This design comes from an exercise in tuning for small area, a short achievable clock period and few clock cycles on the open sky130 flow, not from production work.
Power and IR drop assume default switching activity.

## main
## mpd_engine
module mpd_engine (
    input  wire        clk,
    input  wire        rst,           
    input  wire        cmd_valid,
    output wire        cmd_ready,
    input  wire [31:0] cmd_data,
    output reg         gpio_valid,
    input  wire        gpio_ready,
    output wire [31:0] gpio_addr,
    output reg  [31:0] gpio_data,
    output reg         rsp_valid,
    output reg  [3:0]  rsp_err,
    output reg  [31:0] rsp_result,
    output wire [15:0] rsp_bus,
    output reg  [1:0]  rsp_rot,
    output wire [4:0]  rsp_devcnt
);
Size in the first run: ~2400 cells after synthesis, about 480 flip-flops, about 160 I/O pins, ~24000 um2 of cells after synthesis.
export LEC_CHECK = 0
export CAP_MARGIN = 20
export CORE_MARGIN = 2
export CORE_UTILIZATION = 60
export CTS_BUF_LIST = sky130_fd_sc_hd__clkbuf_8
export CTS_CLUSTER_DIAMETER = 50
export CTS_CLUSTER_SIZE = 16
export SLEW_MARGIN = 20
create_clock -name core_clock -period 25.0 [get_ports {clk}]
standard.sh (not shown) runs the stock make flow with config.mk's settings and CLKGATE_MAP_FILE= SYNTH_SCRIPT=/design/flow/synth_recipe.tcl, a recipe that flattens the netlist after the stock synthesis.
==> flow/flow/run.sh <==
#!/bin/bash
# Standard layout (the standard.sh), with two changes to how it is made:
# the port buffers are buf_2 cells instead of the default pick, and the
# timing repair steps aim for a large setup margin so that they size and
# buffer the paths that set the achieved period. The SDC is unchanged.
export BUFFER_PORTS_ARGS="-buffer_cell sky130_fd_sc_hd__buf_2"
export SETUP_SLACK_MARGIN=18.75
bash standard.sh > standard.log 2>&1
Here is what was changed in the inputs of the feature branch compared with main.
--- a/flow/design.v
+++ b/flow/design.v
@@ -119,26 +119,22 @@
     wire       want = start_tx || ((mst == M_TX) && ((sq != Q_WRD) || srcc || iv));
     reg  [7:0] cbyte;
     always @(*) begin
         case (k)
             2'd0: cbyte = w[7:0];
             2'd1: cbyte = w[15:8];
             2'd2: cbyte = w[23:16];
             default: cbyte = w[31:24];
         endcase
     end
     wire changed = !last_valid || (last_byte != cbyte);
-    reg  lbv, chg;
-    wire wrd_ready = (mst == M_TX) && (sq == Q_WRD) && (srcc || iv);
-    wire lb_take   = wrd_ready && !lbv;
-    wire chg_now   = lbv ? chg : changed;
     reg  [6:0] gab;
     reg  [2:0] first_g, next_g;
     always @(*) begin
         for (i = 0; i < 7; i = i + 1)
             gab[i] = gmask[i] && (i > g);
         first_g = 3'd0;
         next_g  = 3'd0;
         for (i = 6; i >= 0; i = i - 1) begin
             if (gmask[i]) first_g = i[2:0];
             if (gab[i])   next_g  = i[2:0];
         end
@@ -229,23 +225,24 @@
     wire       dstep  = (mst == M_DRAIN) && iv && !((k == 2'd0) && drain_last);
     reg  [3:0]  n_mst;
     reg         n_pend, n_rv;
     reg  [3:0]  n_err;
     reg  [2:0]  n_sq;
     reg         n_txc, n_txd, n_srcc, n_dtx;
     reg  [15:0] n_rem;
     reg  [1:0]  n_k;
     reg  [2:0]  n_g;
     reg  [6:0]  n_gmask;
     reg  [2:0]  n_ng;
-    reg         n_ready, n_fatal;
+    reg         n_ready, n_fatal, n_lvalid;
+    reg  [7:0]  n_lbyte;
     reg         n_bmd, n_bmc, n_bpin, n_bdup;
     reg  [3:0]  n_devcnt;
     reg         n_xfk;
     reg  [2:0]  n_xc;
     reg  [31:0] n_result;
     reg  [1:0]  n_rot;
     reg  [1:0]  n_xe;
     reg         rel;             
     always @(*) begin
         n_mst    = mst;
         n_pend   = 1'b0;
@@ -255,22 +252,24 @@
         n_txc    = txc;
         n_txd    = txd;
         n_srcc   = srcc;
         n_dtx    = dtx;
         n_rem    = rem;
         n_k      = k;
         n_g      = g;
         n_gmask  = gmask;
         n_ng     = ng;
         n_ready  = bus_ready;
         n_fatal  = bus_fatal;
+        n_lvalid = last_valid;
+        n_lbyte  = last_byte;
         n_bmd    = bmd;
         n_bmc    = bmc;
         n_bpin   = bpin;
         n_bdup   = bdup;
         n_devcnt = devcnt;
         n_xfk    = xfk;
         n_xc     = xc;
         n_result = rsp_result;
         n_rot    = rsp_rot;
         n_xe     = xe;
         rel      = 1'b0;
@@ -291,24 +290,26 @@
                 Q_DCC: begin
                     n_srcc = 1'b1;
                     n_k    = 2'd2;
                     n_sq   = Q_WRD;
                 end
                 Q_DCD: begin
                     n_srcc = 1'b0;
                     n_k    = 2'd0;
                     n_sq   = (rem == 16'd0) ? Q_CSD : Q_WRD;
                 end
                 Q_WRD: begin
+                    n_lvalid = 1'b1;
+                    n_lbyte  = cbyte;
                     n_g      = first_g;
-                    n_sq     = chg_now ? Q_SET : Q_WRA;
+                    n_sq     = changed ? Q_SET : Q_WRA;
                     if (!srcc) begin
                         n_rem = rem - 16'd1;
                         n_k   = k + 2'd1;
                     end
                     if (srcc || (k == 2'd3) || (rem == 16'd1)) rel = 1'b1;
                 end
                 Q_SET: n_sq = Q_CLR;
                 Q_CLR: begin
                     n_g  = next_g;
                     n_sq = has_next ? Q_SET : Q_WRA;
                 end
@@ -450,22 +451,24 @@
                 n_bpin = f_pin;
                 n_bdup = f_dup;
                 if (sc_new) begin
                     n_gmask[sp[0][7:5]] = 1'b1;
                     n_ng = ng + 3'd1;
                 end
                 n_rem = rem - 16'd1;
                 if (rem[3:0] == 4'd0) begin
                     n_mst    = M_IDLE;
                     n_rv     = 1'b1;
                     n_err    = b_err;
+                    n_lvalid = 1'b0;
+                    n_lbyte  = 8'd0;
                     if (b_err != E_OK) begin
                         n_ready = 1'b0;
                         n_fatal = 1'b1;
                         n_ng    = 3'd0;
                     end else
                         n_ready = 1'b1;
                 end
             end
             M_ROT: begin
                 n_rem = rem - 16'd1;
                 if (rem[4:0] == 5'd0) begin
@@ -597,46 +600,33 @@
             end
         end
     end
     always @(posedge clk) begin
         if (rstd) begin
             sv         <= 11'd0;
             hc         <= 4'd0;
             hd         <= 3'd0;
             devcnt     <= 4'd0;
             bus_ready  <= 1'b0;
             bus_fatal  <= 1'b0;
+            last_valid <= 1'b0;
+            last_byte  <= 8'd0;
             ng         <= 3'd0;
             rsp_rot    <= 2'd0;
             rsp_result <= 32'd0;
         end else begin
             sv <= {pin_go || sv[0], sv[10:1]};
             hc <= (hc == 4'd10) ? 4'd0 : hc + 4'd1;
             hd <= hd + 3'd1;
             if (free) begin
                 devcnt     <= n_devcnt;
                 bus_ready  <= n_ready;
                 bus_fatal  <= n_fatal;
+                last_valid <= n_lvalid;
+                last_byte  <= n_lbyte;
                 ng         <= n_ng;
                 rsp_rot    <= n_rot;
                 rsp_result <= n_result;
             end
         end
     end
-    always @(posedge clk) begin
-        if (rstd || ((mst == M_BUILD) && (rem[3:0] == 4'd0))) begin
-            last_valid <= 1'b0;
-            last_byte  <= 8'd0;
-        end else if (lb_take) begin
-            last_valid <= 1'b1;
-            last_byte  <= cbyte;
-        end
-        if (lb_take)
-            chg <= changed;
-        if (rst)
-            lbv <= 1'b0;
-        else if (free && want && (esq == Q_WRD))
-            lbv <= 1'b0;
-        else if (lb_take)
-            lbv <= 1'b1;
-    end
 endmodule
Notes after the runs:
- Number of cells produced by synthesis, the feature branch vs main: down slightly
- Utilization down 0.80 points in the feature branch wrt main
- Of main and the feature branch, the feature branch shows the lower post-route minimum period, with main above it.
- [compare] base=main new=the feature branch: complex-gate fraction of the synthesized area went up, setup slack went up 0.0045 ns, internal power consumption dropped 5.4%, wire length of the first global-routing pass lower, flip-flop and latch count fell 0.42%.
- In the feature branch relative to main, routed wire length had gone down slightly.
- The largest fanout on the critical path in the feature branch sits 2 above the value recorded for main.
No functional check of the RTL was part of any run of this note.

## afterwards: timing with drivers on the ports
The results above use ideal ports. As a check the final layouts listed here were re-extracted and re-timed, cells and wires unchanged.
Step 1, drivers: a clkbuf_16 drives clk and a buf_2 each remaining input, both assumed.
Step 2, shift: input delay + t, output delay - t, t = (earliest + latest rising clock arrival at the registers) / 2. This alone moves slack from input paths to output paths.
a / b / c = ideal ports / drivers / drivers and shift; a / b = the first two.
| run | t (ns) | setup WS [ns] | clock arrival spread, ns | worst slew at a driven data input, ns |
|---|---|---|---|---|
| main | 0.728 | 18.741 / 18.682 / 18.112 | 0.047 / 0.046 | 0.04 |
| the feature branch | 0.726 | 18.745 / 18.688 / 18.157 | 0.077 / 0.077 | 0.05 |
After both steps every run listed still meets setup and hold. The setup slack of main, which loses most, moves by -0.059 ns with the drivers and by -0.629 ns with both steps.
